What follows belongs to an exercise in optimizing a design on an open flow for small area and a short achievable clock period; a production flow would make more cautious choices. Where RTL was checked, it was by simulation tests only, not by an equivalence proof against the original. Only the layout flow was run in runs 2 to 8; the RTL was not checked for function there. Power is estimated from default activity; no workload was simulated.

## flow/config.mk

```make
export PLATFORM = sky130hd
export DESIGN_NAME = wlfc_fx
export DESIGN_NICKNAME = wlfc_fx
export VERILOG_FILES = /design/flow/design.v
export SDC_FILE = /design/flow/constraint.sdc
export NUM_CORES = 4
export LEC_CHECK = 0
export CAP_MARGIN = 20
export CORE_MARGIN = 2
export CORE_UTILIZATION = 40
export SLEW_MARGIN = 20
```

## flow/constraint.sdc

```tcl
create_clock -name core_clock -period 5.5 [get_ports {clk}]
set_input_delay 1.1000 -clock core_clock [delete_from_list [all_inputs] [get_ports {clk}]]
set_output_delay 1.1000 -clock core_clock [all_outputs]
set_load 0.01 [all_outputs]
```

## flow/design.v

```verilog
module wlfc_fx (
    input  wire        clk,
    input  wire        rst,         
    input  wire        in_valid,
    input  wire [2:0]  in_op,       
    input  wire [63:0] in_a,
    output reg         out_valid,
    output reg  [63:0] out_data
);
    localparam OP_FROMINT   = 3'd0;
    localparam OP_FROMFLOAT = 3'd1;
    localparam OP_INTEGER   = 3'd2;
    localparam OP_FRACTION  = 3'd3;
    localparam OP_FLOAT     = 3'd4;
    reg        s1_valid;
    reg [2:0]  s1_op;
    reg [63:0] s1_a;
    always @(posedge clk) begin
        if (rst) begin
            s1_valid <= 1'b0;
        end else begin
            s1_valid <= in_valid;
        end
        s1_op <= in_op;
        s1_a  <= in_a;
    end
    wire [31:0] w = s1_a[31:0];
    wire [31:0] fromint_res = {w[23:0], 8'h00};
    wire [31:0] integer_res = {{8{w[31]}}, w[31:8]};
    wire [31:0] fraction_res = {24'h000000, w[7:0]};
    wire        ff_sign = s1_a[63];
    wire [10:0] ff_exp  = s1_a[62:52];
    wire [52:0] ff_mant = {1'b1, s1_a[51:0]};
    wire        ff_tiny   = (ff_exp < 11'd1014);               
    wire        ff_big    = (ff_exp > 11'd1054);               
    wire [11:0] ff_rsh    = 12'd1066 - {1'b0, ff_exp};
    wire [52:0] ff_fixed  = ff_mant >> ff_rsh[5:0];            
    wire [31:0] ff_imag   = ff_fixed[40:9];
    wire [8:0]  ff_frac9  = ff_fixed[8:0];
    wire [8:0]  ff_round  = {1'b0, ff_frac9[8:1]} + {8'h00, ff_frac9[0]};
    wire        ff_inrange = ff_sign ? (ff_imag <= 32'h80000000)
                                     : (ff_imag <= 32'h7FFFFFFF);
    wire        ff_valid   = (ff_exp != 11'h7FF) && !ff_big && ff_inrange;
    wire [31:0] ff_int    = ff_sign ? (32'd0 - ff_imag) : ff_imag;
    wire [31:0] ff_packed = {ff_int[23:0], 8'h00} | {23'd0, ff_round};
    reg  [31:0] fromfloat_res;
    always @(*) begin
        if (ff_tiny)
            fromfloat_res = 32'h00000000;
        else if (!ff_valid)
            fromfloat_res = 32'h00000000;
        else
            fromfloat_res = ff_packed;
    end
    wire        fl_sign = w[31];
    wire [31:0] fl_mag  = fl_sign ? (32'd0 - w) : w;
    reg  [4:0]  fl_lz;
    integer     k;
    always @(*) begin
        fl_lz = 5'd0;
        for (k = 0; k < 32; k = k + 1)
            if (fl_mag[k])
                fl_lz = 5'd31 - k[4:0];
    end
    wire [31:0] fl_norm = fl_mag << fl_lz;
    wire [10:0] fl_exp  = 11'd1046 - {6'd0, fl_lz};
    wire [63:0] float_res = (w == 32'd0) ? 64'd0
                          : {fl_sign, fl_exp, fl_norm[30:0], 21'd0};
    reg [63:0] result;
    always @(*) begin
        case (s1_op)
            OP_FROMINT:   result = {32'd0, fromint_res};
            OP_FROMFLOAT: result = {32'd0, fromfloat_res};
            OP_INTEGER:   result = {32'd0, integer_res};
            OP_FRACTION:  result = {32'd0, fraction_res};
            OP_FLOAT:     result = float_res;
            default:      result = 64'd0;
        endcase
    end
    always @(posedge clk) begin
        if (rst) begin
            out_valid <= 1'b0;
        end else begin
            out_valid <= s1_valid;
        end
        out_data <= result;
    end
endmodule
```

## flow/run.sh

```bash
#!/bin/bash
# synth_recipe.tcl (not shown) runs the flow's synth.tcl, then flattens the netlist and writes it again
# the make line also repeats each setting of config.mk as NAME=value (left out here)
make -C /OpenROAD-flow-scripts/flow DESIGN_CONFIG=/design/flow/config.mk WORK_HOME=/design/flow/orfs CLKGATE_MAP_FILE= SYNTH_SCRIPT=/design/flow/synth_recipe.tcl finish
```

==> run notes, run 1 <==
Hold Violations, Final=0; Syn Inst Count=1,315; global route overflow=0; crit path max fanout=12; met2 Use GR=0.394; nets@finish=1,493; Syn Area/Cell=8.43 µm²; CP bufs+invs=3; Layout area overhead=22.4%; Die ar.=29,100 µm²; Post-synth top cells=138 x mux2i_1, 132 x dfxtp_1, 115 x nand2_1; pin count of the biggest net entering global routing=42; top-count cell post-synth=mux2i_1; Reg power frac=0.298; Final Max Tran Viols=0; Post-Route WL=40.9 mm; synth warn=1; pre-CTS setup slack=0.420 ns; 1st-iter DRT viols=1,390; dpl cell area=12,900 µm²; CTS tree=yes; number of antenna repair diodes=0; Sw Ratio=0.376; Critical Path Source Type=flop; Root Buffer=clkbuf_16; RD Place Congestion=0.992; Max Cap Viol=0; clk sinks=132; Clock transition at path regs=0.06 ns; actual slew at the worst max-slew pin=0.875 ns; Comb pwr share=0.371; met1 usage=0.408; Layout fillers=2,592; Worst VDD drop=201 µV; global-route wire length before repair=61.6 mm; post-route minimum period=5.19 ns; slowest CP cell=or3b_1; routed len/inst=22.7 µm; Setup TNS Final=0 ns; H-tree levels=4; flops & latches, synth=132; Worst slew margin=0.411; Clk pwr share=0.330; fmax=0.193 GHz; Mapped Area=11,100 µm²; vias per inst=6.18; top cells by area, synth=dfxtp_1 24%, mux2i_1 12%, mux4_2 9.1%, nand2_1 3.9%, nor2_1 3.7%; crit share post-route=0.944; Hold Path Class=flop to flop; Worst setup EP type=flop; via count=11,100; Antenna Violating Nets Remaining=0; Net Count, Synth=1,395; top_reg_cell synth=dfxtp_1; share of layout cells above drive strength 1=0.149; Yosys cell types=95; CTS Hold Bufs=0; layer with the highest usage=met1; HPWL after DPL=31.3 mm; cell family with most CP delay=compound AO/OA/AOI/OAI gates; Clock Skews=0.00972 ns; RSZ-0062 raised after global routing=no; status=complete, no violations; WP data required=5.81 ns; fin area=13,600 µm²; CP Cell Sequence=inv_1 -> ha_1 -> or3b_1 -> o21ai_0 -> o22ai_1 -> or3_1 -> o221ai_1 -> a21oi_1 -> a221oi_4 -> buf_4 -> buf_4 -> mux2_1 -> o221a_1 -> o211ai_2 -> a21oi_1 -> a211o_1; Psw=1.37 mW; overall routing resource usage=0.279; top-area cell type share of the netlist area=0.238; # DRC=0; Setup Crit Path Kind=flop to flop; Die W=171 µm; Pint=2.27 mW; grt met3 use=0.0733; EDFF count, synth=0; Clock Path Buffers=2; worst skew pair latency=0.44 ns; Rows=60; total CTS buffers=17; Initial Util=0.409; Synth area leader=dfxtp_1; DRT Pass-1 Iters=6; async set or reset register ratio after synthesis=0; post-CTS setup buffers=0; Die Span Y=171 µm; PostCTS Resize Cnt=0; Core Area=27,100 µm²; IO Pins=135; Final setup viols=0; final worst setup slack=0.309 ns; Leak=5.31 nW; vias in the first global route=10,200; P per Cell Area=268 nW/µm²; Pwr Total=3.64 mW; max incr delay on CP=0.52 ns; sequential share of the synthesized area=0.238; CP Data Arrival Time=5.50 ns; I/O Buffers=134; initial antenna violation count=0
[final cells by class]
class | count | area [µm²] | share of cell area
sequential | 132 | 2650 | 0.195
clock inverter | 14 | 168 | 0.0124
inverter | 30 | 115 | 0.00848
clock buffer | 18 | 439 | 0.0324
multi-input combinational | 1036 | 7910 | 0.583
timing repair buffer | 196 | 1830 | 0.135
tap | 372 | 465 | 0.0343
[cell families after synthesis]
family	after synthesis	share of synthesized area
AOI/OAI and AO/OA	352	0.212
xor gates and xnor gates	71	0.0561
adders and majority gates	10	0.0113
buffers and inverters	147	0.0600
DFF	132	0.238
muxes	217	0.252
and+or+nand+nor	386	0.170
[sequential cells by signal, indices dropped and copies added (netlist names)]
signal and flops:
out_valid 1, s1_a 64, s1_valid 1, s1_op 3, out_data 63
[worst paths after layout]
kind	from	end	slack, ns	cells past startpoint
max	s1_a[0]	out_data[50]	0.31	16
min	s1_valid	out_valid	0.45	1
max reg2reg	s1_a[0]	out_data[50]	0.31	16
min reg2reg	s1_valid	out_valid	0.45	1
[placed cells by master, fill, tap and decap left out, drive strengths merged, types with 8 or more instances in the layout]
cell type,netlist,final
xnor2,35,35
o211ai,12,12
a21oi,71,71
o31ai,18,18
ha,10,10
nor3,33,33
nor4,15,15
a211oi,17,17
dfxtp,132,132
xor2,36,36
or3,8,8
or4,15,15
inv,29,35
nand4,13,13
nor2,110,110
mux2,31,31
o21ai,89,89
clkdlybuf4s50,0,134
a22oi,32,32
o22ai,16,16
mux4,45,45
clkbuf,69,18
nand3,28,28
buf,48,62
a31oi,15,15
mux2i,141,141
nand2,115,115
and3,8,8
[per-layer routing]
metal  wire [µm]  up-vias
met5           0        -
li1            -     5126
met1       18600     5255
met2       16700      659
met3        4440       72
met4        1130        0
[per-stage QoR]
stage / hold WS [ns] / util / std cells
after floorplan: 0.414 / - / 1315
after global placement: 0.423 / 0.477 / 1766
after detailed placement: 0.428 / 0.477 / 1766
after CTS: 0.454 / 0.500 / 1798
after global routing: 0.474 / 0.501 / 1798
final: 0.449 / 0.501 / 1798
[power groups by stage]
stage | registers (mW) | clock network [mW] | logic (mW)
6_report | 1.09 | 1.20 | 1.35
5_1_grt | 1.09 | 1.26 | 1.44
4_1_cts | 1.08 | 1.22 | 1.32
3_5_place_dp | 1.10 | 0 | 1.31
3_3_place_gp | 1.10 | 0 | 1.31
2_1_floorplan | 1.07 | 0 | 0.913
==> inputs of run 2 (changes only) <==
==> flow/design.v (replaced) <==
module wlfc_fx (
    input  wire        clk,
    input  wire        rst,         
    input  wire        in_valid,
    input  wire [2:0]  in_op,       
    input  wire [63:0] in_a,
    output reg         out_valid,
    output reg  [63:0] out_data
);
    wire [31:0] w = in_a[31:0];
    wire        ff_s   = in_a[63];
    wire [10:0] ff_e   = in_a[62:52];
    wire [41:0] ff_a   = {1'b1, in_a[51:11]};
    wire        ff_hi  = ff_e[10];
    wire        ff_lo  = ~ff_e[10] & (&ff_e[9:5]);
    wire [41:0] ff_a1  = ff_hi ? ff_a : (ff_lo ? {32'd0, ff_a[41:32]} : 42'd0);
    wire [41:0] ff_b   = ff_a1 >> (~ff_e[4:0]);
    wire [23:0] ff_i   = ff_b[32:9];
    wire [8:0]  ff_f9  = ff_b[8:0];
    wire [8:0]  ff_r   = {1'b0, ff_f9[8:1]} + {8'd0, ff_f9[0]};
    wire [23:0] ff_in  = ff_s ? (24'd0 - ff_i) : ff_i;
    wire [31:0] ff_res = {ff_in, 8'd0} | {23'd0, ff_r};
    wire [31:0] fl_mag = w[31] ? (32'd0 - w) : w;
    reg [31:0] d;
    always @(*) begin
        if (in_op[2])
            d = fl_mag;
        else case (in_op[1:0])
            2'd0: d = {w[23:0], 8'h00};
            2'd1: d = ff_res;
            2'd2: d = {{8{w[31]}}, w[31:8]};
            default: d = {24'h000000, w[7:0]};
        endcase
    end
    reg        q_f;       
    reg        q_s;       
    reg [31:0] q_d;
    always @(posedge clk) begin
        if (rst)
            out_valid <= 1'b0;
        else
            out_valid <= in_valid;
        q_f <= in_op[2];
        q_s <= w[31];
        q_d <= d;
    end
    wire        z16 = ~|q_d[31:16];
    wire [31:0] n16 = z16 ? {q_d[15:0], 16'd0} : q_d;
    wire        z8  = ~|n16[31:24];
    wire [31:0] n8  = z8 ? {n16[23:0], 8'd0} : n16;
    wire        z4  = ~|n8[31:28];
    wire [31:0] n4  = z4 ? {n8[27:0], 4'd0} : n8;
    wire        z2  = ~|n4[31:30];
    wire [31:0] n2  = z2 ? {n4[29:0], 2'd0} : n4;
    wire        z1  = ~n2[31];
    wire [30:0] fl_m = z1 ? n2[29:0] << 1 : n2[30:0];
    wire [4:0]  fl_lz = {z16, z8, z4, z2, z1};
    wire        fl_zero = z16 & ~|q_d[15:0];
    wire [10:0] fl_exp = fl_zero ? 11'd0 : (11'd1046 - {6'd0, fl_lz});
    always @(*) begin
        if (q_f)
            out_data = {q_s, fl_exp, fl_m, 21'd0};
        else
            out_data = {32'd0, q_d};
    end
endmodule
==> run 2 against run 1 <==
Sequential cell count fell by 97. Via count fell by 11%. Non-clock buffer count up 8. Clock power is 73% lower.
==> run notes, run 2 <==
Clock transition at path regs=0.06 ns; hold path start=rst; sequential share of the synthesized area=0.0880; I/O Buffers=134; nets@finish=1,299; IO Pins=135; Reg with most FFs=q_d; Net Count, Synth=1,187; clk sinks=35; share of layout cells above drive strength 1=0.122; flops & latches, synth=35; global-route wire length before repair=55.2 mm; synth warn=1; CP Data Arrival Time=4.15 ns; overall routing resource usage=0.328; total CTS buffers=5; Antenna Violating Nets Remaining=0; 1st-iter DRT viols=1,445; vias per inst=6.63; Post-synth top cells=118 x nand2_1, 91 x nor2_1, 78 x mux2i_1; via count=9,873; multi-input logic area=6710 µm²; Max Cap Viol=0; HPWL after DPL=28.9 mm; crit path max fanout=10; final worst setup slack=0.246 ns; Hold EP=out_valid; Mapped Area=7970 µm²; CP startpoint=q_d[30]; P per Cell Area=192 nW/µm²; vias in the first global route=9,141; async set or reset register ratio after synthesis=0; # DRC=0; H-tree levels=2; commonest non-fill, non-tap cell in the layout=clkdlybuf4s50_1; Layout fillers=1,963; pin count of the biggest net entering global routing=52; initial antenna violation count=0; Syn Inst Count=1,112; worst hold path depth=2; max reg flops=32; global route overflow=0; Pwr Total=1.91 mW; fmax=0.190 GHz; dpl cell area=9730 µm²; Critical Path Source Type=flop; Layout area overhead=24.6%; Yosys cell types=92; met2 Use GR=0.507; RD Place Congestion=0.997; Placed Cells incl. Taps=1,481; Post-Layout Cell Count=1,490; Clock Path Buffers=2; number of antenna repair diodes=0; Root Buffer=clkbuf_16; Worst VDD drop=120 µV; Syn Area/Cell=7.16 µm²; Final Max Tran Viols=0; most frequent cells in the layout=133 x clkdlybuf4s50_1, 118 x nand2_1, 91 x nor2_1, 78 x mux2i_1, 75 x o21ai_0; Storage cell area=702 µm²; crit share post-route=0.955; actual slew at the worst max-slew pin=1.01 ns; Hold Violations, Final=0; Post-Route WL=36.1 mm; Initial Util=0.408; EDFF count, synth=0; grt met3 use=0.0613; DRT Pass-1 Iters=6; pre-CTS setup slack=0.346 ns; Hold Path Class=primary input to flop; layer with the highest usage=met2; Core Area=19,500 µm²; Setup TNS Final=0 ns; Setup Crit Path Kind=flop to output port; CTS tree=yes; top cells by area, synth=mux2i_1 9.8%, dfxtp_1 8.8%, nand2_1 5.6%, mux4_2 5.4%, o21ai_0 4.7%; Die W=145 µm; routed len/inst=24.2 µm; top-area cell type share of the netlist area=0.0980; Rows=51; Die Span Y=145 µm; Worst slew margin=0.327; Leak=3.63 nW; met1 usage=0.444; Synth area leader=mux2i_1; RSZ-0062 raised after global routing=no; WP data required=4.40 ns; CTS Hold Bufs=0; top_reg_cell synth=dfxtp_1; Die ar.=21,100 µm²; post-route minimum period=5.25 ns; status=complete, no violations; fin area=9920 µm²; Worst setup EP type=output port; top-count cell post-synth=nand2_1; Final setup viols=0
[run 2: worst max-delay path, cell delays in order, from the launching register on]
cell,delay (ns)
dfxtp_1,0.46
or4_1,0.71
o41a_1,0.48
o31ai_2,0.44
buf_4,0.30
mux4_2,0.51
nand2_1,0.10
nand2_1,0.05
o21ai_0,0.12
nand2_1,0.08
and3_1,0.16
clkdlybuf4s50_1,0.47
[run 2: timing repair]
action / in CTS / in global routing
resized for setup: 0 / 3
hold endpoints to repair: 0 / 0
endpoints found under the setup margin: 0 / 38
buffers inserted: 0 / 1
[run 2: worst max path at each step]
stage | to | slack, ns
2_1_floorplan | out_data[48] | 1.11
3_3_place_gp | out_data[24] | 0.29
3_5_place_dp | out_data[24] | 0.35
4_1_cts | out_data[24] | 0.06
5_1_grt | out_data[49] | 0.07
6_report | out_data[39] | 0.25
[run 2: through the flow]
stage                     hold slack, ns   util
after floorplan                     1.13      -
after detailed placement            1.64  0.498
after global routing                1.39  0.508
final                               1.36  0.508
after CTS                           1.36  0.507
after global placement              1.63  0.498
[run 2: cell type report]
class	instances	share of cell area
multi-input combinational	949	0.676
timing repair buffer	204	0.191
sequential	35	0.0707
tap	265	0.0334
clock buffer	5	0.0126
inverter	29	0.0110
clock inverter	3	0.00441
[run 2: routing by layer]
metal / vias to the layer above / wire length (µm)
met5: - / 0
met4: 0 / 1930
met3: 129 / 3710
met2: 693 / 15600
met1: 4550 / 14900
li1: 4501 / -
[run 2: kinds of logic (layout without fill, tap and decap cells)]
logic type      count (synthesis)  after routing  synth area share
xor+xnor                       47             47            0.0517
fa+ha+maj                       5              5           0.00785
flops                          35             35            0.0880
compound gates                380            380             0.339
simple gates                  392            392             0.250
buf+inv                       128            241            0.0713
mux                           125            125             0.193
[run 2: where the power goes]
group,internal (mW),leakage [nW],switching (mW)
clock,0.214,0.0838,0.109
combinational,0.537,3.25,0.696
sequential,0.285,0.295,0.0684
==> inputs of run 3 (changes only) <==
--- a/flow/config.mk
+++ b/flow/config.mk
@@ -8,4 +8,5 @@
 export CAP_MARGIN = 20
 export CORE_MARGIN = 2
 export CORE_UTILIZATION = 40
+export SETUP_SLACK_MARGIN = 1.5
 export SLEW_MARGIN = 20
==> run 3 against run 2 <==
Highest routed layer unchanged. Design area is 26% higher. Largest cell class unchanged. Clock power up 3%. Via count rose by 11%. Still clean on timing, DRC and antenna. Critical endpoint is now out_data[27]. Largest power group unchanged. Routed wire length up 11%. Setup slack improved by 0.86 ns.
==> run notes, run 3 <==
commonest non-fill, non-tap cell in the layout=buf_4; CP Data Arrival Time=3.29 ns; Post-synth top cells=118 x nand2_1, 91 x nor2_1, 78 x mux2i_1; top_reg_cell synth=dfxtp_1; slowest CP cell=or4_4; final worst setup slack=1.11 ns; Syn Area/Cell=7.16 µm²; Reg power frac=0.155; Max Cap Viol=0; Root Buffer=clkbuf_16; hold path start=in_a[31]; Reg with most FFs=q_d; top-area cell type share of the netlist area=0.0980; via count=10,900; Core Area=19,500 µm²; Synth area leader=mux2i_1; Worst path most repeated cell=buf_6; grt met3 use=0.0579; Pint=1.28 mW; Final Max Tran Viols=0; top-count cell post-synth=nand2_1; async set or reset register ratio after synthesis=0; crit path max fanout=6; post-layout util=0.642; DRT Pass-1 Iters=6; max reg flops=32; Clock Path Buffers=2; 1st-iter DRT viols=1,300; share of layout cells above drive strength 1=0.378; Rows=51; max incr delay on CP=0.58 ns; synth warn=1; Setup Crit Path Kind=flop to output port; Worst slew margin=0.221; CTS tree=yes; vias in the first global route=9,957; Hold Path Class=primary input to flop; CTS Hold Bufs=0; post-route minimum period=4.39 ns; IO Pins=135; met2 Use GR=0.539; crit share post-route=0.798; # DRC=0; Setup TNS Final=0 ns; Clk pwr share=0.138; Die Span Y=145 µm; Post-Route WL=39.9 mm; Final setup viols=0; Layout fillers=1,709; sequential share of the synthesized area=0.0880; P per Cell Area=192 nW/µm²; worst hold path depth=1; HPWL after DPL=27.6 mm; H-tree levels=2; Leak=4.93 nW; number of antenna repair diodes=0; Antenna Violating Nets Remaining=0; Die W=145 µm; global route overflow=0; Net Count, Synth=1,187; CP Cell Sequence=or4_4 -> a2111oi_4 -> buf_4 -> o31ai_4 -> buf_6 -> buf_6 -> mux2i_4 -> mux2_4 -> or3_1 -> o221ai_1 -> buf_2; vias per inst=6.77; total CTS buffers=5; Layout area overhead=57.3%; actual slew at the worst max-slew pin=1.16 ns; Critical Path Source Type=flop; Pwr Total=2.40 mW; Syn Inst Count=1,112; fmax=0.228 GHz; Mapped Area=7970 µm²; WP data required=4.40 ns; Clock transition at path regs=0.06 ns; Hold EP=q_s; Sw Ratio=0.465; Psw=1.12 mW; RD Place Congestion=1.02; pin count of the biggest net entering global routing=61; I/O Buffers=134; overall routing resource usage=0.346; met1 usage=0.457; RSZ-0062 raised after global routing=yes; status=complete, no violations; global-route wire length before repair=58.3 mm; Die ar.=21,100 µm²; layer with the highest usage=met2; pre-CTS setup slack=0.443 ns; Initial Util=0.408; most frequent cells in the layout=140 x buf_4, 108 x nand2_1, 74 x nor2_1, 55 x o21ai_0, 46 x clkdlybuf4s50_1; Worst setup EP type=output port; Hold Violations, Final=0; EDFF count, synth=0; routed len/inst=24.7 µm; top cells by area, synth=mux2i_1 9.8%, dfxtp_1 8.8%, nand2_1 5.6%, mux4_2 5.4%, o21ai_0 4.7%; Worst VDD drop=119 µV; initial antenna violation count=0; Yosys cell types=92; flops & latches, synth=35; nets@finish=1,421; Comb pwr share=0.707; clk sinks=35
-- run 3: cell counts after synthesis --
No cell type changed its count.
-- run 3: cell families (layout without fill, tap and decap cells) --
| group | after synthesis | after routing | share of synthesized area |
|---|---|---|---|
| xor gates and xnor gates | 47 | 47 | 0.0517 |
| and+or+nand+nor | 392 | 394 | 0.250 |
| muxes | 125 | 125 | 0.193 |
| adders and majority gates | 5 | 5 | 0.00785 |
| DFF | 35 | 35 | 0.0880 |
| buffers and inverters | 128 | 361 | 0.0713 |
| AOI/OAI and AO/OA | 380 | 380 | 0.339 |
-- run 3: timing repair --
action / CTS / global route
endpoints found under the hold margin: 0 / 0
buffers inserted: 84 / 40
pin swaps: 66 / 70
gates cloned: 7 / 4
setup endpoints to repair: 74 / 67
resized for setup: 404 / 178
-- run 3: routing by layer --
metal  vias to the layer above  wire, µm
met1                      5184     15800
met3                       213      3720
met5                         -         0
met4                         0      2560
li1                       4763         -
met2                       755     17800
-- run 3: critical path: cells and delay by family (launching register included) --
kind	cells	cell delay, ns
buf+inv	4	0.67
flops	1	0.36
compound gates	3	0.56
simple gates	2	0.89
mux	2	0.52
-- run 3: area by class of cell --
class,count,area (µm²),area share
clock buffer,5,125,0.00999
clock inverter,3,43.8,0.00350
inverter,29,124,0.00989
multi-input combinational,951,8150,0.650
sequential,35,732,0.0584
tap,265,332,0.0265
timing repair buffer,324,3030,0.242
-- run 3: worst max path at each step --
stage,startpoint,to,cells after the start
final,q_d[23],out_data[27],11
after global routing,q_d[26],out_data[48],15
after CTS,q_d[26],out_data[33],12
after detailed placement,q_d[28],out_data[31],13
after global placement,q_d[28],out_data[30],13
after floorplan,q_d[28],out_data[48],11
-- run 3: power groups by stage --
stage	Combinational, mW	Sequential [mW]	Clock (mW)
after floorplan	0.750	0.323	0
after global placement	1.20	0.363	0
after detailed placement	1.19	0.359	0
after CTS	1.46	0.360	0.333
after global routing	1.77	0.371	0.343
final	1.70	0.372	0.331
-- run 3: metrics by stage --
stage | hold slack (ns) | cells | area (µm²)
2_1_floorplan | 1.13 | 1112 | 8070
3_3_place_gp | 1.63 | 1469 | 9710
3_5_place_dp | 1.64 | 1469 | 9710
4_1_cts | 1.29 | 1568 | 11500
5_1_grt | 1.29 | 1612 | 12500
6_report | 1.32 | 1612 | 12500
==> inputs of run 4 (changes only) <==
--- a/flow/config.mk
+++ b/flow/config.mk
@@ -5,6 +5,7 @@
 export SDC_FILE = /design/flow/constraint.sdc
 export NUM_CORES = 4
 export LEC_CHECK = 0
+export ABC_CLOCK_PERIOD_IN_PS = 3500
 export CAP_MARGIN = 20
 export CORE_MARGIN = 2
 export CORE_UTILIZATION = 40
==> run 4 against run 3 <==
Count of clock-buffer cells in the layout is the same. Global-route usage did not move. Largest cell class unchanged. Cell count unchanged. Sequential power barely moved. Design area is the same. Setup slack unchanged. Via count stayed put. Critical path type unchanged. Die area stayed put. Sequential cell count unchanged. Sequential share of layout area stayed put. Fmax is the same. Routed wire length unchanged.
==> run notes, run 4 <==
CP Data Arrival Time=3.29 ns; top-count cell post-synth=nand2_1; Hold EP=q_s; EDFF count, synth=0; routed len/inst=24.7 µm; via count=10,900; IO Pins=135; Die ar.=21,100 µm²; pin count of the biggest net entering global routing=61; total CTS buffers=5; Clock Path Buffers=2; Mapped Area=7970 µm²; Yosys cell types=92; Rows=51; Final setup viols=0; Core Area=19,500 µm²; Layout area overhead=57.3%; CTS Hold Bufs=0; actual slew at the worst max-slew pin=1.16 ns; Setup Crit Path Kind=flop to output port; global-route wire length before repair=58.3 mm; Synth area leader=mux2i_1; Hold Path Class=primary input to flop; max reg flops=32; Max Cap Viol=0; top_reg_cell synth=dfxtp_1; Worst slew margin=0.221; # DRC=0; clk sinks=35; vias in the first global route=9,957; top-area cell type share of the netlist area=0.0980; HPWL after DPL=27.6 mm; share of layout cells above drive strength 1=0.378; async set or reset register ratio after synthesis=0; Worst VDD drop=119 µV; Initial Util=0.408; global route overflow=0; CTS tree=yes; RD Place Congestion=1.02; Reg with most FFs=q_d; H-tree levels=2; sequential share of the synthesized area=0.0880; top cells by area, synth=mux2i_1 9.8%, dfxtp_1 8.8%, nand2_1 5.6%, mux4_2 5.4%, o21ai_0 4.7%; Die Span Y=145 µm; post-route minimum period=4.39 ns; status=complete, no violations; flops & latches, synth=35; 1st-iter DRT viols=1,300; RSZ-0062 raised after global routing=yes; Leak=4.93 nW; Die W=145 µm; I/O Buffers=134; overall routing resource usage=0.346; Antenna Violating Nets Remaining=0; DRT Pass-1 Iters=6; Post-Route WL=39.9 mm; Root Buffer=clkbuf_16; Critical Path Source Type=flop; Hold Violations, Final=0; fmax=0.228 GHz; nets@finish=1,421; Layout fillers=1,709; post-layout util=0.642; Clock transition at path regs=0.06 ns; P per Cell Area=192 nW/µm²; hold path start=in_a[31]; most frequent cells in the layout=140 x buf_4, 108 x nand2_1, 74 x nor2_1, 55 x o21ai_0, 46 x clkdlybuf4s50_1; worst hold path depth=1; crit path max fanout=6; synth warn=1; Post-synth top cells=118 x nand2_1, 91 x nor2_1, 78 x mux2i_1; Setup TNS Final=0 ns; Syn Area/Cell=7.16 µm²; Worst setup EP type=output port; Final Max Tran Viols=0; WP data required=4.40 ns; commonest non-fill, non-tap cell in the layout=buf_4; initial antenna violation count=0; Net Count, Synth=1,187; crit share post-route=0.798; Syn Inst Count=1,112; number of antenna repair diodes=0; vias per inst=6.77
## run 4: final cells by class
cell class	instances	area, µm²	share of cell area
multi-input cells	951	8150	0.650
clock buffers	5	125	0.00999
flip-flops and latches	35	732	0.0584
well taps	265	332	0.0265
clock inverters	3	43.8	0.00350
inverters	29	124	0.00989
repair buffers	324	3030	0.242
## run 4: worst max-delay path: stages, from the launching register on
cell and delay [ns]:
dfxtp_4 0.36, or4_4 0.58, a2111oi_4 0.40, buf_4 0.21
o31ai_4 0.09, buf_6 0.17, buf_6 0.12, mux2i_4 0.19
mux2_4 0.33, or3_1 0.31, o221ai_1 0.07, buf_2 0.17
## run 4: how the worst max path moves through the flow
stage	startpoint	endpoint	slack (ns)
floorplan	q_d[28]	out_data[48]	1.50
global placement	q_d[28]	out_data[30]	0.43
detailed placement	q_d[28]	out_data[31]	0.44
CTS	q_d[26]	out_data[33]	1.19
global route	q_d[26]	out_data[48]	0.99
finish	q_d[23]	out_data[27]	1.11
## run 4: cell families after synthesis
| group | count (synthesis) | share of synthesized area |
|---|---|---|
| buf+inv | 128 | 0.0713 |
| fa+ha+maj | 5 | 0.00785 |
| xor+xnor | 47 | 0.0517 |
| simple gates | 392 | 0.250 |
| flops | 35 | 0.0880 |
| mux | 125 | 0.193 |
| compound gates | 380 | 0.339 |
## run 4: per-stage QoR
| step | setup WS [ns] | area (µm²) | std cells | total power [mW] | hold WS, ns |
|---|---|---|---|---|---|
| after floorplan | 1.50 | 8070 | 1112 | 1.07 | 1.13 |
| after global placement | 0.427 | 9710 | 1469 | 1.56 | 1.63 |
| after detailed placement | 0.443 | 9710 | 1469 | 1.55 | 1.64 |
| after CTS | 1.19 | 11500 | 1568 | 2.15 | 1.29 |
| after global routing | 0.989 | 12500 | 1612 | 2.49 | 1.29 |
| final | 1.11 | 12500 | 1612 | 2.40 | 1.32 |
## run 4: where the power goes
part,internal [mW],total [mW],leakage (nW),switching [mW]
sequential,0.287,0.372,0.298,0.0842
combinational,0.782,1.70,4.54,0.915
clock,0.214,0.331,0.0838,0.117
## run 4: timing repair
action	4_1_cts	5_1_grt
gates cloned	7	4
endpoints found under the setup margin	74	67
pin swaps	66	70
setup buffers	84	40
resized for setup	404	178
## run 4: per-layer routing
layer  global-route usage  routed length [µm]  up-vias
met4                0.188                2560        0
met3               0.0579                3720      213
met1                0.457               15800     5184
met5                    0                   0        -
met2                0.539               17800      755
li1                     -                   -     4763
==> inputs of run 5 (changes only) <==
==> flow/design.v (replaced) <==
module wlfc_fx (
    input  wire        clk,
    input  wire        rst,         
    input  wire        in_valid,
    input  wire [2:0]  in_op,       
    input  wire [63:0] in_a,
    output reg         out_valid,
    output reg  [63:0] out_data
);
    wire [31:0] w = in_a[31:0];
    wire        op_fl = in_op[2];                         
    wire        op_ff = ~in_op[2] & (in_op[1:0] == 2'd1);
    wire        op_in = ~in_op[2] & (in_op[1:0] == 2'd2);
    wire        op_fr = ~in_op[2] & (in_op[1:0] == 2'd3);
    wire [10:0] ff_e  = in_a[62:52];
    wire [41:0] ff_m  = {1'b1, in_a[51:11]};
    wire        ff_hi = ff_e[10];
    wire        ff_lo = ~ff_e[10] & (&ff_e[9:5]);
    wire [41:0] ff_a  = ff_hi ? ff_m : (ff_lo ? {32'd0, ff_m[41:32]} : 42'd0);
    wire [31:0] fl_x = {1'b0, w[30:0] ^ {31{w[31]}}};
    wire [15:0] v1;  wire [15:0] p1;
    wire [7:0]  v2;  wire [15:0] p2;
    wire [3:0]  v3;  wire [11:0] p3;
    wire [1:0]  v4;  wire [7:0]  p4;
    genvar g;
    generate
        for (g = 0; g < 16; g = g + 1) begin : l1
            assign v1[g] = fl_x[2*g+1] | fl_x[2*g];
            assign p1[g] = fl_x[2*g+1];
        end
        for (g = 0; g < 8; g = g + 1) begin : l2
            assign v2[g] = v1[2*g+1] | v1[2*g];
            assign p2[2*g+1 -: 2] = v1[2*g+1] ? {1'b1, p1[2*g+1]} : {1'b0, p1[2*g]};
        end
        for (g = 0; g < 4; g = g + 1) begin : l3
            assign v3[g] = v2[2*g+1] | v2[2*g];
            assign p3[3*g+2 -: 3] = v2[2*g+1] ? {1'b1, p2[4*g+3 -: 2]} : {1'b0, p2[4*g+1 -: 2]};
        end
        for (g = 0; g < 2; g = g + 1) begin : l4
            assign v4[g] = v3[2*g+1] | v3[2*g];
            assign p4[4*g+3 -: 4] = v3[2*g+1] ? {1'b1, p3[6*g+5 -: 3]} : {1'b0, p3[6*g+2 -: 3]};
        end
    endgenerate
    wire [4:0]  fl_q  = v4[1] ? {1'b1, p4[7:4]} : {1'b0, p4[3:0]};
    wire        fl_xz = ~(v4[1] | v4[0]);
    reg [63:0] sa;
    reg [4:0]  ss;
    always @(*) begin
        if (op_fl) begin
            sa = {w[30:0], 33'd0};
            ss = fl_q;
        end else if (op_ff) begin
            sa = {22'd0, ff_a};
            ss = ~ff_e[4:0];
        end else begin
            sa = {{15{w[31]}}, {8{w[31] & ~op_fr}}, w[31:8] & {24{~op_fr}},
                  w[7] & ~op_in, w[6:0], 9'd0};
            ss = {op_in, op_fr, 3'd0};
        end
    end
    wire [63:0] sh = sa >> ss;
    reg        q_fl;      
    reg        q_ng;      
    reg [4:0]  q_q;
    reg        q_xz;
    reg [32:0] q_sh;
    always @(posedge clk) begin
        if (rst)
            out_valid <= 1'b0;
        else
            out_valid <= in_valid;
        q_fl <= op_fl;
        q_ng <= op_fl ? w[31] : (op_ff & in_a[63]);
        q_q  <= fl_q;
        q_xz <= fl_xz;
        q_sh <= sh[32:0];
    end
    wire [30:0] n_in  = {q_sh[32:9], q_sh[8:2] & {7{q_fl}}};
    wire [30:0] n_out = q_ng ? (31'd0 - n_in) : n_in;
    wire [8:0]  rnd   = {1'b0, q_sh[8:1]} + {8'd0, q_sh[0]};
    wire [31:0] res   = {n_out[30:7], 8'h00} | {23'd0, rnd};
    wire        fl_p2 = q_ng & ~q_xz & ~|q_sh[32:2];     
    wire        fl_z  = q_xz & ~q_ng;                    
    wire [10:0] fl_e  = fl_z ? 11'd0 : (11'd1015 + {6'd0, q_q} + {10'd0, fl_p2});
    always @(*) begin
        if (q_fl)
            out_data = {q_ng, fl_e, n_out, 21'd0};
        else
            out_data = {32'd0, res};
    end
endmodule
==> flow/config.mk (replaced) <==
export PLATFORM = sky130hd
export DESIGN_NAME = wlfc_fx
export DESIGN_NICKNAME = wlfc_fx
export VERILOG_FILES = /design/flow/design.v
export SDC_FILE = /design/flow/constraint.sdc
export NUM_CORES = 4
export LEC_CHECK = 0
export CAP_MARGIN = 20
export CORE_MARGIN = 2
export CORE_UTILIZATION = 40
export SLEW_MARGIN = 20
==> run 5 against run 4 <==
Still clean. First-iteration DRC count fell by 4.2%. Total power fell by 26%. Fmax is 11% lower. Cell count fell by 17%. Clock power is 6.9% lower. Setup slack lost 0.56 ns. Largest cell class unchanged. Largest power group unchanged. Highest routed layer unchanged.
==> run notes, run 5 <==
Yosys cell types=81; dpl cell area=8270 µm²; Die Span Y=133 µm; Worst path most repeated cell=mux2i_1; max incr delay on CP=0.62 ns; I/O Buffers=134; H-tree levels=2; actual slew at the worst max-slew pin=1.06 ns; top cells by area, synth=dfxtp_1 13%, mux2i_1 8.8%, nor2_1 8.3%, nand2_1 6.3%, o21ai_0 5.1%; Layout area overhead=25.6%; synth warn=1; nets@finish=1,194; RD Place Congestion=0.975; # DRC=0; Layout fillers=1,697; Setup Crit Path Kind=primary input to flop; Final setup viols=0; Pwr Total=1.78 mW; Post-Route Hold Slack=1.31 ns; WP data required=5.70 ns; RSZ-0062 raised after global routing=no; HPWL after DPL=21.9 mm; Post-Route WL=27.7 mm; Mapped Area=6710 µm²; Leak=3.21 nW; CP Data Arrival Time=5.16 ns; vias in the first global route=7,560; Antenna Violating Nets Remaining=0; Die ar.=17,800 µm²; Max Cap Viol=0; pin count of the biggest net entering global routing=50; Syn Inst Count=1,029; Post-synth top cells=148 x nor2_1, 113 x nand2_1, 68 x o21ai_0; routed len/inst=20.7 µm; post-CTS setup buffers=0; multi-input logic area=5370 µm²; CTS Hold Bufs=0; Worst VDD drop=192 µV; Worst slew margin=0.290; flops & latches, synth=42; slowest CP cell=clkdlybuf4s50_1; CP Cell Sequence=clkdlybuf4s50_1 -> or4_1 -> o22ai_1 -> and2_2 -> a21oi_1 -> o22a_1 -> nand2_1 -> mux2i_1 -> o22ai_1 -> a221oi_1 -> mux2i_1 -> mux2i_1; Setup TNS Final=0 ns; via count=8,457; Hold Path Class=primary input to flop; total CTS buffers=5; vias per inst=6.32; Regs by FF count=q_sh (33), q_q (5); Final Max Tran Viols=0; overall routing resource usage=0.303; post-route minimum period=4.95 ns; global-route wire length before repair=42.6 mm; max reg flops=33; top-count cell post-synth=nor2_1; IO Pins=135; global route overflow=0; Die W=133 µm; commonest non-fill, non-tap cell in the layout=nor2_1; Hold Violations, Final=0; sequential share of the synthesized area=0.125; Synth area leader=dfxtp_1; Worst setup EP type=flop; top-area cell type share of the netlist area=0.125; fmax=0.202 GHz; Storage cell area=841 µm²; async set or reset register ratio after synthesis=0; PostCTS Resize Cnt=0; Root Buffer=clkbuf_16; number of antenna repair diodes=0; top_reg_cell synth=dfxtp_1; Critical Path Source Type=primary input; crit share post-route=0.901; Net Count, Synth=1,105; cell family with most CP delay=simple AND/OR/NAND/NOR gates; status=complete, no violations; Initial Util=0.407; Clock Path Buffers=2; initial antenna violation count=0; crit path max fanout=14; Clock transition at path regs=0.06 ns; P per Cell Area=211 nW/µm²; share of layout cells above drive strength 1=0.0769; CP bufs+invs=1; Rows=47; CTS tree=yes; EDFF count, synth=0; clk sinks=42; Syn Area/Cell=6.52 µm²; fin area=8420 µm²; most frequent cells in the layout=148 x nor2_1, 133 x clkdlybuf4s50_1, 113 x nand2_1, 67 x o21ai_0, 60 x a21oi_1; Reg with most FFs=q_sh; 1st-iter DRT viols=1,245; Core Area=16,500 µm²; DRT Pass-1 Iters=6
-- run 5: changes by cell type after synthesis, moves of 16 or more --
cell	before	now
mux4_2	19	0
xnor2_1	27	5
a22oi_1	16	36
nor2_1	91	148
o221ai_1	28	11
mux2_2	23	7
mux2i_1	78	59
nor2b_1	39	12
-- run 5: path summary, 6_finish.rpt --
kind,start,endpoint,depth (start not counted)
setup / recovery,in_a[13],q_sh[22],12
hold / removal,in_op[2],q_fl,2
-- run 5: area by class of cell --
cell class | count | share of cell area
inverters | 19 | 0.00847
clock buffers | 5 | 0.0149
well taps | 220 | 0.0327
repair buffers | 181 | 0.204
flip-flops and latches | 42 | 0.0998
multi-input cells | 869 | 0.637
clock inverters | 3 | 0.00342
-- run 5: layer usage --
metal  vias up  GRT usage  wire (µm)
met1      3883      0.428      11700
met5         -          0          0
met2       527      0.472      12000
met3        72     0.0472       3010
met4         0     0.0981        895
li1       3975          -          -
-- run 5: cell families after synthesis --
group	share of synthesized area
muxes	0.101
AOI/OAI and AO/OA	0.362
buffers and inverters	0.0782
DFF	0.125
adders and majority gates	0.0112
and+or+nand+nor	0.270
xor gates and xnor gates	0.0509
-- run 5: through the flow --
stage          std cells  utilization  setup WS [ns]
6_report            1339        0.512          0.547
5_1_grt             1339        0.512          0.349
4_1_cts             1339        0.512          0.651
3_5_place_dp        1331        0.502          0.422
3_3_place_gp        1331        0.502          0.414
2_1_floorplan       1029            -           1.27
-- run 5: power breakdown --
part | internal, mW | total, mW | switching, mW | leakage (nW)
Combinational | 0.456 | 1.04 | 0.581 | 2.78
Sequential | 0.359 | 0.434 | 0.0745 | 0.352
Clock | 0.174 | 0.308 | 0.134 | 0.0763
==> inputs of run 6 (changes only) <==
--- a/flow/config.mk
+++ b/flow/config.mk
@@ -5,6 +5,7 @@
 export SDC_FILE = /design/flow/constraint.sdc
 export NUM_CORES = 4
 export LEC_CHECK = 0
+export ABC_AREA = 1
 export CAP_MARGIN = 20
 export CORE_MARGIN = 2
 export CORE_UTILIZATION = 40
==> run 6 against run 5 <==
Still clean on timing, DRC and antenna. Synthesized cell count is 28% higher. Clock power is 3% higher. Global-route usage is 2.3 points higher. Non-clock buffer count is 33 lower. Critical endpoint is now out_data[30]. Largest cell class unchanged. Largest power group unchanged.
==> run notes, run 6 <==
RD Place Congestion=0.943; top-area cell type share of the netlist area=0.246; initial antenna violation count=0; PostCTS Resize Cnt=0; clk sinks=42; crit share post-route=0.850; Worst VDD drop=123 µV; IO Pins=135; routed len/inst=19.0 µm; top cells by area, synth=nand3_1 25%, nand2_1 19%, dfxtp_1 12%, nor2_1 5.6%, inv_1 5.0%; max reg flops=33; pin count of the biggest net entering global routing=60; Comb pwr share=0.601; Setup TNS Final=0 ns; vias per inst=5.77; Clk pwr share=0.169; Placed Cells incl. Taps=1,606; Regs by FF count=q_sh (33), q_q (5); Max Cap Viol=0; WP data required=4.40 ns; CP Data Arrival Time=3.58 ns; Syn Inst Count=1,319; Die W=137 µm; overall routing resource usage=0.326; Yosys cell types=48; Synth area leader=nand3_1; Pint=0.976 mW; Post-Layout Cell Count=1,614; P per Cell Area=222 nW/µm²; Antenna Violating Nets Remaining=0; CTS Hold Bufs=0; Mapped Area=7090 µm²; # DRC=0; Post-Route WL=30.7 mm; commonest non-fill, non-tap cell in the layout=nand2_1; Psw=0.903 mW; Initial Util=0.410; Core Area=17,300 µm²; top_reg_cell synth=dfxtp_1; actual slew at the worst max-slew pin=1.03 ns; Rows=48; EDFF count, synth=0; Root Buffer=clkbuf_16; most frequent cells in the layout=356 x nand2_1, 348 x nand3_1, 134 x clkdlybuf4s50_1, 105 x nor2_1, 94 x inv_1; post-route minimum period=4.68 ns; Clock Path Buffers=2; Sw Ratio=0.480; Layout area overhead=19.6%; Layout fillers=1,944; global route overflow=0; DRT Pass-1 Iters=5; Critical Path Source Type=flop; post-CTS setup buffers=0; Hold Path Class=primary input to flop; Post-Route Hold Slack=1.31 ns; Setup Crit Path Kind=flop to output port; Post-synth top cells=356 x nand2_1, 348 x nand3_1, 105 x nor2_1; async set or reset register ratio after synthesis=0; Final setup viols=0; via count=9,308; I/O Buffers=134; Hold Violations, Final=0; global-route wire length before repair=46.9 mm; Worst slew margin=0.308; fmax=0.214 GHz; top-count cell post-synth=nand2_1; 1st-iter DRT viols=925; Net Count, Synth=1,395; Reg with most FFs=q_sh; CTS tree=yes; Reg power frac=0.231; HPWL after DPL=24.3 mm; Clock transition at path regs=0.07 ns; number of antenna repair diodes=0; RSZ-0062 raised after global routing=no; Leak=3.88 nW; flops & latches, synth=42; Syn Area/Cell=5.37 µm²; Final Max Tran Viols=0; share of layout cells above drive strength 1=0.0446; Die Span Y=137 µm; crit path max fanout=35; Die ar.=18,800 µm²; nets@finish=1,464; vias in the first global route=8,218; synth warn=1; Worst setup EP type=output port; sequential share of the synthesized area=0.119; total CTS buffers=5; H-tree levels=2; status=complete, no violations
run 6: cell types whose count changed after synthesis, sizes merged, moves of 21 or more:
| cell | delta |
|---|---|
| nand3 | +314 |
| nand2 | +255 |
| buf | +22 |
| mux2i | -58 |
| nor2 | -36 |
| o22ai | -22 |
| a21oi | -21 |
| inv | +85 |
| clkbuf | -35 |
run 6: layout make-up:
cell class | count | area (µm²) | share of cell area
sequential | 42 | 841 | 0.0992
timing repair buffer | 148 | 1460 | 0.172
clock inverter | 3 | 28.8 | 0.00340
inverter | 105 | 399 | 0.0471
tap | 225 | 282 | 0.0332
multi-input combinational | 1086 | 5340 | 0.630
clock buffer | 5 | 125 | 0.0148
run 6: routing by layer:
layer	part of all wire	up-vias	wire length, µm	GRT usage
li1	-	4570	-	-
met1	0.45	4268	13700	0.457
met2	0.44	418	13500	0.508
met3	0.082	52	2520	0.0604
met4	0.031	0	952	0.0888
met5	0	-	0	0
run 6: through the flow:
step,instance area [µm²],utilization,worst slack (ns),total power [mW]
2_1_floorplan,7090,-,1.97,1.13
3_3_place_gp,8320,0.481,0.931,1.55
3_5_place_dp,8320,0.481,0.896,1.55
4_1_cts,8480,0.490,0.857,1.87
5_1_grt,8480,0.490,0.456,2.02
6_report,8480,0.490,0.823,1.88
run 6: logic make-up (layout without fill, tap and decap cells):
| family | Yosys count | in the layout | share of synthesized area |
|---|---|---|---|
| AO/OA/AOI/OAI | 188 | 188 | 0.159 |
| flip-flops | 42 | 42 | 0.119 |
| XOR/XNOR | 33 | 33 | 0.0408 |
| AND/OR/NAND/NOR | 858 | 858 | 0.541 |
| buffers and inverters | 191 | 261 | 0.129 |
| multiplexers | 1 | 1 | 0.00141 |
| adder cells (fa/ha/maj) | 6 | 6 | 0.0106 |
run 6: power groups by stage:
stage | Clock, mW | Sequential, mW | Combinational (mW)
final | 0.317 | 0.434 | 1.13
after global routing | 0.329 | 0.440 | 1.25
after CTS | 0.319 | 0.432 | 1.12
after detailed placement | 0 | 0.439 | 1.11
after global placement | 0 | 0.441 | 1.11
after floorplan | 0 | 0.405 | 0.728
run 6: final timing paths:
| check | cells past startpoint | startpoint | to |
|---|---|---|---|
| max | 15 | q_fl | out_data[30] |
| min | 3 | in_valid | out_valid |
run 6: critical path, stage by stage (launching register included):
cell and delay, ns:
dfxtp_1 0.37, buf_4 0.26, nand2_1 0.10, nand3_1 0.10
nor2_1 0.27, nand4_1 0.28, nor2_1 0.23, nand4_1 0.12
nand2_1 0.11, o21ai_0 0.14, nor2_1 0.20, o21ai_0 0.14
xor2_1 0.25, nand2_1 0.07, o21ai_0 0.07, clkdlybuf4s50_1 0.56
==> inputs of run 7 (changes only) <==
==> flow/flow/run.sh (new file) <==
#!/bin/bash
# The standard layout (the standard.sh, ORFS synth to finish), except
# that the port buffers ORFS inserts on every input and output use the
# smallest buffer cell, sky130_fd_sc_hd__buf_1, instead of its default.
set -euo pipefail
cd "$(dirname "${BASH_SOURCE[0]}")/.."
bash standard.sh finish "BUFFER_PORTS_ARGS=-buffer_cell sky130_fd_sc_hd__buf_1" > standard_finish.log 2>&1
==> flow/standard.sh (new file) <==
#!/bin/bash
# synth_recipe.tcl (not shown) runs the flow's synth.tcl, then flattens the netlist and writes it again
# the make line also repeats each setting of config.mk as NAME=value (left out here)
make -C /OpenROAD-flow-scripts/flow DESIGN_CONFIG=/design/flow/config.mk WORK_HOME=/design/flow/orfs CLKGATE_MAP_FILE= SYNTH_SCRIPT=/design/flow/synth_recipe.tcl "${@:-finish}"
--- a/flow/config.mk
+++ b/flow/config.mk
@@ -5,7 +5,6 @@
 export SDC_FILE = /design/flow/constraint.sdc
 export NUM_CORES = 4
 export LEC_CHECK = 0
-export ABC_AREA = 1
 export CAP_MARGIN = 20
 export CORE_MARGIN = 2
 export CORE_UTILIZATION = 40
removed: flow/run.sh
==> run 7 against run 6 <==
Still clean on timing, DRC and antenna. Count of clock-buffer cells in the layout unchanged. Via count is 9.8% lower. Core utilization is 3.3 points lower. Area after synthesis shrank 5.3%. Global-route usage fell by 2.6 points. Combinational power shrank about 20%. Sequential share of layout area up 1.2 points. Non-clock buffer count grew 26. Critical path depth fell by 4. Total power is 13% lower. Critical path type is now primary input to flop. Largest cell class unchanged. Largest power group unchanged.
==> run notes, run 7 <==
status=complete, no violations; nets@finish=1,187; global route overflow=0; clk sinks=42; RD Place Congestion=1.00; post-route minimum period=4.58 ns; Layout area overhead=12.3%; max reg flops=33; fmax=0.218 GHz; total CTS buffers=5; Worst setup EP type=flop; top-count cell post-synth=nor2_1; Synth area leader=dfxtp_1; via count=8,398; # DRC=0; pin count of the biggest net entering global routing=46; DRT Pass-1 Iters=6; Reg with most FFs=q_sh; sequential share of the synthesized area=0.125; Core Area=16,500 µm²; Die W=133 µm; fin area=7530 µm²; Worst slew margin=0.319; Root Buffer=clkbuf_16; Post-synth top cells=148 x nor2_1, 113 x nand2_1, 68 x o21ai_0; Die ar.=17,800 µm²; vias in the first global route=7,482; Leak=2.82 nW; CTS tree=yes; share of layout cells above drive strength 1=0.0728; Critical Path Source Type=primary input; Antenna Violating Nets Remaining=0; EDFF count, synth=0; Final Max Tran Viols=0; Mapped Area=6710 µm²; 1st-iter DRT viols=1,014; most frequent cells in the layout=148 x nor2_1, 132 x buf_1, 113 x nand2_1, 67 x o21ai_0, 60 x a21oi_1; top-area cell type share of the netlist area=0.125; Syn Inst Count=1,029; initial antenna violation count=0; Max Cap Viol=0; CP Data Arrival Time=4.73 ns; flops & latches, synth=42; I/O Buffers=134; Setup TNS Final=0 ns; CP startpoint=in_a[22]; global-route wire length before repair=42.4 mm; crit share post-route=0.832; WP data required=5.65 ns; Final setup viols=0; actual slew at the worst max-slew pin=1.02 ns; RSZ-0062 raised after global routing=no; dpl cell area=7370 µm²; H-tree levels=2; routed len/inst=20.5 µm; async set or reset register ratio after synthesis=0; Hold Path Class=primary input to flop; Clock transition at path regs=0.07 ns; Setup Crit Path Kind=primary input to flop; Die Span Y=133 µm; Worst VDD drop=134 µV; Clock Path Buffers=2; P per Cell Area=216 nW/µm²; crit path max fanout=19; CTS Hold Bufs=0; Yosys cell types=81; post-CTS setup buffers=0; Net Count, Synth=1,105; vias per inst=6.30; number of antenna repair diodes=0; synth warn=1; Initial Util=0.407; Syn Area/Cell=6.52 µm²; Regs by FF count=q_sh (33), q_q (5); commonest non-fill, non-tap cell in the layout=nor2_1; Rows=47; top_reg_cell synth=dfxtp_1; top cells by area, synth=dfxtp_1 13%, mux2i_1 8.8%, nor2_1 8.3%, nand2_1 6.3%, o21ai_0 5.1%; overall routing resource usage=0.300; PostCTS Resize Cnt=0; HPWL after DPL=21.5 mm; Hold Violations, Final=0; Post-Route WL=27.3 mm; termination of the worst setup path=q_sh[16]; IO Pins=135
[run 7: cell count changes after synthesis, sizes merged, moves of 14 or more]
cell | previous run | this run
nand3 | 349 | 35
buf | 59 | 37
a21oi | 40 | 61
inv | 103 | 18
o22ai | 15 | 37
nor3 | 7 | 27
nand2 | 368 | 113
a211oi | 0 | 16
a22oi | 22 | 36
nor2 | 112 | 148
clkbuf | 27 | 62
mux2i | 1 | 59
[run 7: cell families (layout without fill, tap and decap cells)]
group / after synthesis / count (layout) / synth area share
and+or+nand+nor: 400 / 400 / 0.270
muxes: 67 / 67 / 0.101
xor gates and xnor gates: 39 / 39 / 0.0509
DFF: 42 / 42 / 0.125
AOI/OAI and AO/OA: 357 / 357 / 0.362
adders and majority gates: 6 / 6 / 0.0112
buffers and inverters: 118 / 201 / 0.0782
[run 7: final cells by class]
class	instances	area (µm²)
clock buffer	5	125
inverter	19	71.3
fill	1809	8930
clock inverter	3	21.3
multi-input combinational	869	5370
sequential	42	841
tap	220	275
timing repair buffer	174	826
[run 7: metal layers]
metal  GRT usage  up-vias  wire, µm
met2       0.459      478     11700
met1       0.420     3889     11700
met4      0.0963        0       820
li1            -     3964         -
met3      0.0639       67      2980
met5           0        -         0
[run 7: per-stage QoR]
step                      std cells  power, mW  hold WS (ns)  setup WS (ns)   util
final                          1332       1.63         0.959          0.923  0.457
after floorplan                1029       1.03          1.13           1.27      -
after detailed placement       1323       1.32          1.27          0.720  0.447
after global routing           1332       1.73         0.971          0.657  0.457
after CTS                      1331       1.61         0.962           1.01  0.456
after global placement         1323       1.32          1.25          0.824  0.447
[run 7: how the worst min path moves through the flow]
| stage | startpoint | cells after the start | slack (ns) | end |
|---|---|---|---|---|
| 4_1_cts | rst | 2 | 0.96 | out_valid |
| 5_1_grt | rst | 2 | 0.97 | out_valid |
| 6_report | rst | 2 | 0.96 | out_valid |
| 2_1_floorplan | in_op[2] | 0 | 1.13 | q_fl |
| 3_5_place_dp | rst | 2 | 1.27 | out_valid |
| 3_3_place_gp | rst | 2 | 1.25 | out_valid |
[run 7: where the power goes]
group	switching [mW]	leakage, nW	total, mW	internal, mW
combinational	0.578	2.40	0.906	0.328
sequential	0.0724	0.352	0.432	0.360
clock	0.120	0.0698	0.288	0.168
[run 7: worst max-delay path: stages]
cell	delay [ns]
buf_1	0.30
or4_4	0.59
o22ai_2	0.16
a32oi_1	0.13
nor3_1	0.49
a211o_1	0.62
buf_4	0.37
mux2i_1	0.39
a21oi_1	0.12
a22oi_1	0.32
mux2i_1	0.12
==> inputs of run 8 (changes only) <==
--- a/flow/design.v
+++ b/flow/design.v
@@ -76,7 +76,19 @@
         q_sh <= sh[32:0];
     end
     wire [30:0] n_in  = {q_sh[32:9], q_sh[8:2] & {7{q_fl}}};
-    wire [30:0] n_out = q_ng ? (31'd0 - n_in) : n_in;
+    wire [30:0] po0 = n_in;
+    wire [30:0] po1, po2, po3, po4, po5;
+    genvar b;
+    generate
+        for (b = 0; b < 31; b = b + 1) begin : pfx
+            assign po1[b] = (b % 2  >= 1)  ? po0[b] | po0[b - (b % 2)  + 0] : po0[b];
+            assign po2[b] = (b % 4  >= 2)  ? po1[b] | po1[b - (b % 4)  + 1] : po1[b];
+            assign po3[b] = (b % 8  >= 4)  ? po2[b] | po2[b - (b % 8)  + 3] : po2[b];
+            assign po4[b] = (b % 16 >= 8)  ? po3[b] | po3[b - (b % 16) + 7] : po3[b];
+            assign po5[b] = (b % 32 >= 16) ? po4[b] | po4[b - (b % 32) + 15] : po4[b];
+        end
+    endgenerate
+    wire [30:0] n_out = n_in ^ ({po5[29:0], 1'b0} & {31{q_ng}});
     wire [8:0]  rnd   = {1'b0, q_sh[8:1]} + {8'd0, q_sh[0]};
     wire [31:0] res   = {n_out[30:7], 8'h00} | {23'd0, rnd};
     wire        fl_p2 = q_ng & ~q_xz & ~|q_sh[32:2];     
--- a/flow/config.mk
+++ b/flow/config.mk
@@ -5,6 +5,7 @@
 export SDC_FILE = /design/flow/constraint.sdc
 export NUM_CORES = 4
 export LEC_CHECK = 0
+export ABC_AREA = 1
 export CAP_MARGIN = 20
 export CORE_MARGIN = 2
 export CORE_UTILIZATION = 40
==> run 8 against run 7 <==
Still clean. Sequential power is 3% lower. Area after synthesis grew 1.7%. Cell count increased by 18%. Die area increased by 1.6%. Combinational power hardly changed. Critical path depth increased by 2. Non-clock buffer count is 28 lower. Setup slack improved by 0.23 ns. Global-route usage is 1.9 points lower. Largest power group unchanged.
==> run notes, run 8 <==
Setup Crit Path Kind=flop to output port; top cells by area, synth=nand3_1 26%, nand2_1 19%, dfxtp_1 12%, nor2_1 5.3%, inv_1 4.8%; HPWL after DPL=20.2 mm; Critical Path Source Type=flop; H-tree levels=2; Post-Synth Adder-Cell Area=0.00917; max reg flops=33; 1st-iter DRT viols=1,201; actual slew at the worst max-slew pin=1.07 ns; Synth Area in XOR/XNOR=0.0475; total CTS buffers=5; Final setup viols=0; vias in the first global route=7,867; post-CTS setup buffers=0; global route overflow=0; initial antenna violation count=0; status=complete, no violations; dpl cell area=7250 µm²; Leak=3.42 nW; number of antenna repair diodes=0; RD Place Congestion=1.04; fmax=0.230 GHz; Root Buffer=clkbuf_16; global-route wire length before repair=40.8 mm; Syn Area/Cell=5.35 µm²; WP data required=4.40 ns; Regs by FF count=q_sh (33), q_q (5); Layout area overhead=8.48%; nets@finish=1,422; # DRC=0; mux contribution to synthesized area=0.00734; Die W=135 µm; Synth Area in Simple Gates=0.544; I/O Buffers=134; Worst setup EP type=output port; Mapped Area=6820 µm²; Post-Route WL=26.0 mm; Worst path most repeated cell=ha_1; Net Count, Synth=1,351; pin count of the biggest net entering global routing=67; via count=9,006; CP bufs+invs=2; Final Max Tran Viols=0; WP depth=13; Setup TNS Final=0 ns; Worst slew margin=0.285; Pwr Total=1.62 mW; most frequent cells in the layout=358 x nand3_1, 340 x nand2_1, 134 x buf_1, 96 x nor2_1, 87 x inv_1; sequential share of the synthesized area=0.123; async set or reset register ratio after synthesis=0; CTS Hold Bufs=0; crit share post-route=0.791; cell family with most CP delay=simple AND/OR/NAND/NOR gates; hold path start=rst; Die Span Y=135 µm; Rows=47; P per Cell Area=218 nW/µm²; largest family of logic cells by synthesized area=simple AND/OR/NAND/NOR gates; EDFF count, synth=0; share of layout cells above drive strength 1=0.0423; Reg with most FFs=q_sh; Clock transition at path regs=0.07 ns; synth warn=1; Worst VDD drop=111 µV; Max Cap Viol=0; RSZ-0062 raised after global routing=no; post-route minimum period=4.35 ns; top-area cell type share of the netlist area=0.263; fin area=7400 µm²; overall routing resource usage=0.281; Synth Area in Compound Gates=0.149; Hold Violations, Final=0; Initial Util=0.410; slowest CP cell=nor4_1; Antenna Violating Nets Remaining=0; Yosys cell types=41; Post-synth top cells=358 x nand3_1, 340 x nand2_1, 96 x nor2_1; worst hold path depth=2; Clock Path Buffers=2; top_reg_cell synth=dfxtp_1; Hold Path Class=primary input to flop; Syn Inst Count=1,276; DRT Pass-1 Iters=8; Core Area=16,600 µm²; IO Pins=135; top-count cell post-synth=nand3_1; Die ar.=18,100 µm²; Hold EP=out_valid; Synth area leader=nand3_1; vias per inst=5.74; CP Cell Sequence=or2_2 -> nor4_1 -> nand3_1 -> nor4_1 -> nand2_1 -> ha_1 -> ha_1 -> inv_1 -> or2_2 -> nand2_1 -> ha_1 -> nor2_1 -> buf_1; routed len/inst=16.6 µm; commonest non-fill, non-tap cell in the layout=nand3_1; CP Data Arrival Time=3.25 ns; crit path max fanout=4; max incr delay on CP=0.53 ns; flops & latches, synth=42; clk sinks=42; PostCTS Resize Cnt=0; CTS tree=yes
==> run 8: changes by cell type in the layout (fill, tap and decap cells not counted), moves of 12 or more <==
cell | before | now
inv_1 | 17 | 87
nor3_1 | 27 | 5
o22ai_1 | 32 | 13
nand2_1 | 113 | 340
a211oi_1 | 13 | 0
a21oi_1 | 60 | 46
buf_4 | 38 | 12
nor2b_1 | 12 | 0
nor2_1 | 148 | 96
nand3_1 | 34 | 358
a22oi_1 | 36 | 21
mux2i_1 | 59 | 5
==> run 8: power breakdown <==
part	total, mW	internal [mW]	switching, mW	leakage (nW)
clock	0.293	0.168	0.125	0.0698
sequential	0.418	0.360	0.0586	0.352
combinational	0.904	0.289	0.615	3.00
==> run 8: through the flow <==
stage	instances	util	hold slack (ns)	setup slack [ns]
after global routing	1568	0.445	0.972	0.820
after detailed placement	1560	0.436	1.25	1.27
final	1568	0.445	0.948	1.15
after CTS	1568	0.445	0.946	1.04
after global placement	1560	0.436	1.25	1.33
after floorplan	1276	-	1.13	1.95
==> run 8: cell type report <==
type                    count  area (µm²)
repair buffers            146         593
multi-input cells        1053        5170
fillers                  1897        9240
flip-flops and latches     42         841
clock buffers               5         125
well taps                 220         275
inverters                  99         372
clock inverters             3        21.3
==> run 8: cells by family (layout without fill, tap and decap cells) <==
logic type                 after synthesis  after routing
AOI/OAI and AO/OA                      175            175
xor gates and xnor gates                37             37
adders and majority gates                5              5
buffers and inverters                  181            253
DFF                                     42             42
muxes                                    5              5
and+or+nand+nor                        831            831
==> run 8: routing by layer <==
layer	global-route usage	wire length, µm
met5	0	0
met4	0.0842	754
met3	0.0484	2320
met2	0.457	11700
met1	0.381	11200
==> run 8: how the worst max path moves through the flow <==
| stage | startpoint | slack, ns | endpoint |
|---|---|---|---|
| after floorplan | q_sh[23] | 1.95 | out_data[56] |
| after global placement | in_op[0] | 1.33 | q_sh[23] |
| after detailed placement | in_op[0] | 1.27 | q_sh[16] |
| after CTS | q_sh[23] | 1.04 | out_data[56] |
| after global routing | q_sh[10] | 0.82 | out_data[56] |
| final | q_sh[22] | 1.15 | out_data[56] |
==> inputs of run 9 (changes only) <==
--- a/flow/design.v
+++ b/flow/design.v
@@ -58,7 +58,11 @@
             ss = {op_in, op_fr, 3'd0};
         end
     end
-    wire [63:0] sh = sa >> ss;
+    wire [47:0] sh16 = ss[4] ? sa[63:16] : sa[47:0];
+    wire [39:0] sh8  = ss[3] ? sh16[47:8] : sh16[39:0];
+    wire [35:0] sh4  = ss[2] ? sh8[39:4]  : sh8[35:0];
+    wire [33:0] sh2  = ss[1] ? sh4[35:2]  : sh4[33:0];
+    wire [32:0] sh   = ss[0] ? sh2[33:1]  : sh2[32:0];
     reg        q_fl;      
     reg        q_ng;      
     reg [4:0]  q_q;
--- a/flow/config.mk
+++ b/flow/config.mk
@@ -8,5 +8,5 @@
 export ABC_AREA = 1
 export CAP_MARGIN = 20
 export CORE_MARGIN = 2
-export CORE_UTILIZATION = 40
+export CORE_UTILIZATION = 60
 export SLEW_MARGIN = 20
==> run 9 against run 8 <==
Cell count decreased by 13%. Clock power fell by about 20%. Via count decreased by 9.6%. Non-clock buffer count is 3 lower. Fmax is 2.0% higher. Core utilization increased by 23 points. Total power decreased by 9.0%. First-iteration DRC count fell by 8.6%. Sequential power up 4%. Sequential cell count is the same. Die area is 39% lower. Sequential share of layout area grew 1.4 points.
==> run notes, run 9 <==
most frequent cells in the layout=357 x nand2_1, 273 x nand3_1, 133 x buf_1, 97 x nor2_1, 69 x inv_1; crit path max fanout=20; final worst setup slack=1.23 ns; flops & latches, synth=42; Pwr Total=1.47 mW; Leak=3.07 nW; status=complete, no violations; crit share post-route=0.775; PostCTS Resize Cnt=0; Worst slew margin=0.309; Die W=105 µm; top-area cell type share of the netlist area=0.224; synth warn=1; Post-Layout Cell Count=1,364; Layout fillers=1,009; Critical Path Source Type=flop; via count=8,140; WP data required=4.40 ns; Post-Route WL=21.5 mm; Core Area=9820 µm²; vias in the first global route=7,070; Final setup viols=0; Syn Inst Count=1,142; routed len/inst=15.8 µm; Post-Route Hold Slack=0.943 ns; max reg flops=33; # DRC=0; Antenna Violating Nets Remaining=0; fmax=0.234 GHz; total CTS buffers=5; Hold Path Class=primary input to flop; async set or reset register ratio after synthesis=0; RSZ-0062 raised after global routing=no; Setup TNS Final=0 ns; worst hold path depth=2; Worst VDD drop=176 µV; overall routing resource usage=0.384; Syn Area/Cell=5.35 µm²; commonest non-fill, non-tap cell in the layout=nand2_1; Clock Path Buffers=2; clk sinks=42; global-route wire length before repair=34.3 mm; Clock transition at path regs=0.08 ns; pre-CTS setup slack=1.42 ns; CTS Hold Bufs=0; Layout area overhead=7.77%; H-tree levels=2; Die Span Y=105 µm; top cells by area, synth=nand3_1 22%, nand2_1 22%, dfxtp_1 14%, nor2_1 6.0%, o21ai_0 4.9%; post-CTS setup buffers=0; HPWL after DPL=17.1 mm; pin count of the biggest net entering global routing=38; Setup Crit Path Kind=flop to output port; top_reg_cell synth=dfxtp_1; Reg with most FFs=q_sh; share of layout cells above drive strength 1=0.0471; Synth area leader=nand3_1; Max Cap Viol=0; Die ar.=11,000 µm²; RD Place Congestion=1.04; initial antenna violation count=0; Worst setup EP type=output port; nets@finish=1,305; EDFF count, synth=0; top-count cell post-synth=nand2_1; DRT Pass-1 Iters=6; Rows=36; Regs by FF count=q_sh (33), q_q (5); number of antenna repair diodes=0; Initial Util=0.622; Placed Cells incl. Taps=1,356; CTS tree=yes; sequential share of the synthesized area=0.138; CP Data Arrival Time=3.17 ns; post-route minimum period=4.27 ns; P per Cell Area=223 nW/µm²; IO Pins=135; actual slew at the worst max-slew pin=1.03 ns; vias per inst=5.97; Net Count, Synth=1,217; Final Max Tran Viols=0; Hold Violations, Final=0; 1st-iter DRT viols=1,098; I/O Buffers=134; Yosys cell types=43; global route overflow=0; Root Buffer=clkbuf_8; Post-synth top cells=357 x nand2_1, 273 x nand3_1, 97 x nor2_1; Mapped Area=6110 µm²
run 9: cell types whose count changed in the layout (fill, tap and decap cells not counted), moves of 7 or more:
cell,delta
o22ai_1,-9
nand3_1,-85
inv_1,-18
a22oi_1,-7
nand2_1,+17
o211ai_1,-8
run 9: final timing paths:
| check | start | end | slack [ns] |
|---|---|---|---|
| worst max-delay path | q_ng | out_data[56] | 1.23 |
| worst min-delay path | rst | out_valid | 0.94 |
run 9: per-layer routing:
metal | global-route usage | vias up | routed length [µm]
li1 | - | 3971 | -
met1 | 0.516 | 3617 | 8910
met3 | 0.0973 | 74 | 2570
met5 | 0 | - | 0
met2 | 0.607 | 478 | 9350
met4 | 0.108 | 0 | 664
run 9: cells by family (layout without fill, tap and decap cells):
group / after synthesis / after routing / synth area share
simple gates: 771 / 771 / 0.554
compound gates: 157 / 157 / 0.149
buf+inv: 139 / 228 / 0.109
flops: 42 / 42 / 0.138
xor+xnor: 26 / 26 / 0.0373
fa+ha+maj: 5 / 5 / 0.0102
mux: 2 / 2 / 0.00328
run 9: final cells by class:
cell class	instances	area, µm²	area share
multi-input cells	961	4600	0.699
flip-flops and latches	42	841	0.128
repair buffers	143	572	0.0869
inverters	77	292	0.0443
well taps	133	166	0.0253
clock buffers	6	72.6	0.0110
clock inverters	2	37.5	0.00570
run 9: report_power, final:
part,total (mW),switching (mW),internal (mW)
clock network,0.235,0.0998,0.135
logic,0.802,0.545,0.257
registers,0.433,0.0642,0.369
total,1.47,0.709,0.761
run 9: worst max-delay path, stage by stage, from the launching register on:
cell and delay, ns:
dfxtp_1 0.73, inv_1 0.38, nor2_1 0.19, nand3_1 0.09, nor2_1 0.10, nand4_1 0.14
ha_1 0.26, ha_1 0.19, inv_1 0.06, or2_2 0.11, nand2_1 0.08, ha_1 0.28
nor2_1 0.10, buf_1 0.15
run 9: per-stage QoR:
| stage | util | area [µm²] |
|---|---|---|
| 2_1_floorplan | - | 6110 |
| 3_3_place_gp | 0.659 | 6470 |
| 3_5_place_dp | 0.659 | 6470 |
| 4_1_cts | 0.670 | 6580 |
| 5_1_grt | 0.670 | 6580 |
| 6_report | 0.670 | 6580 |

Re-timed with assumed drivers on the ports (clkbuf_16 on the clock, buf_2 on other inputs), run 9 has 1.201 ns of setup slack against 1.235 ns with ideal ports, and 1.232 ns once port delays also move by the mid clock arrival of 0.320 ns.
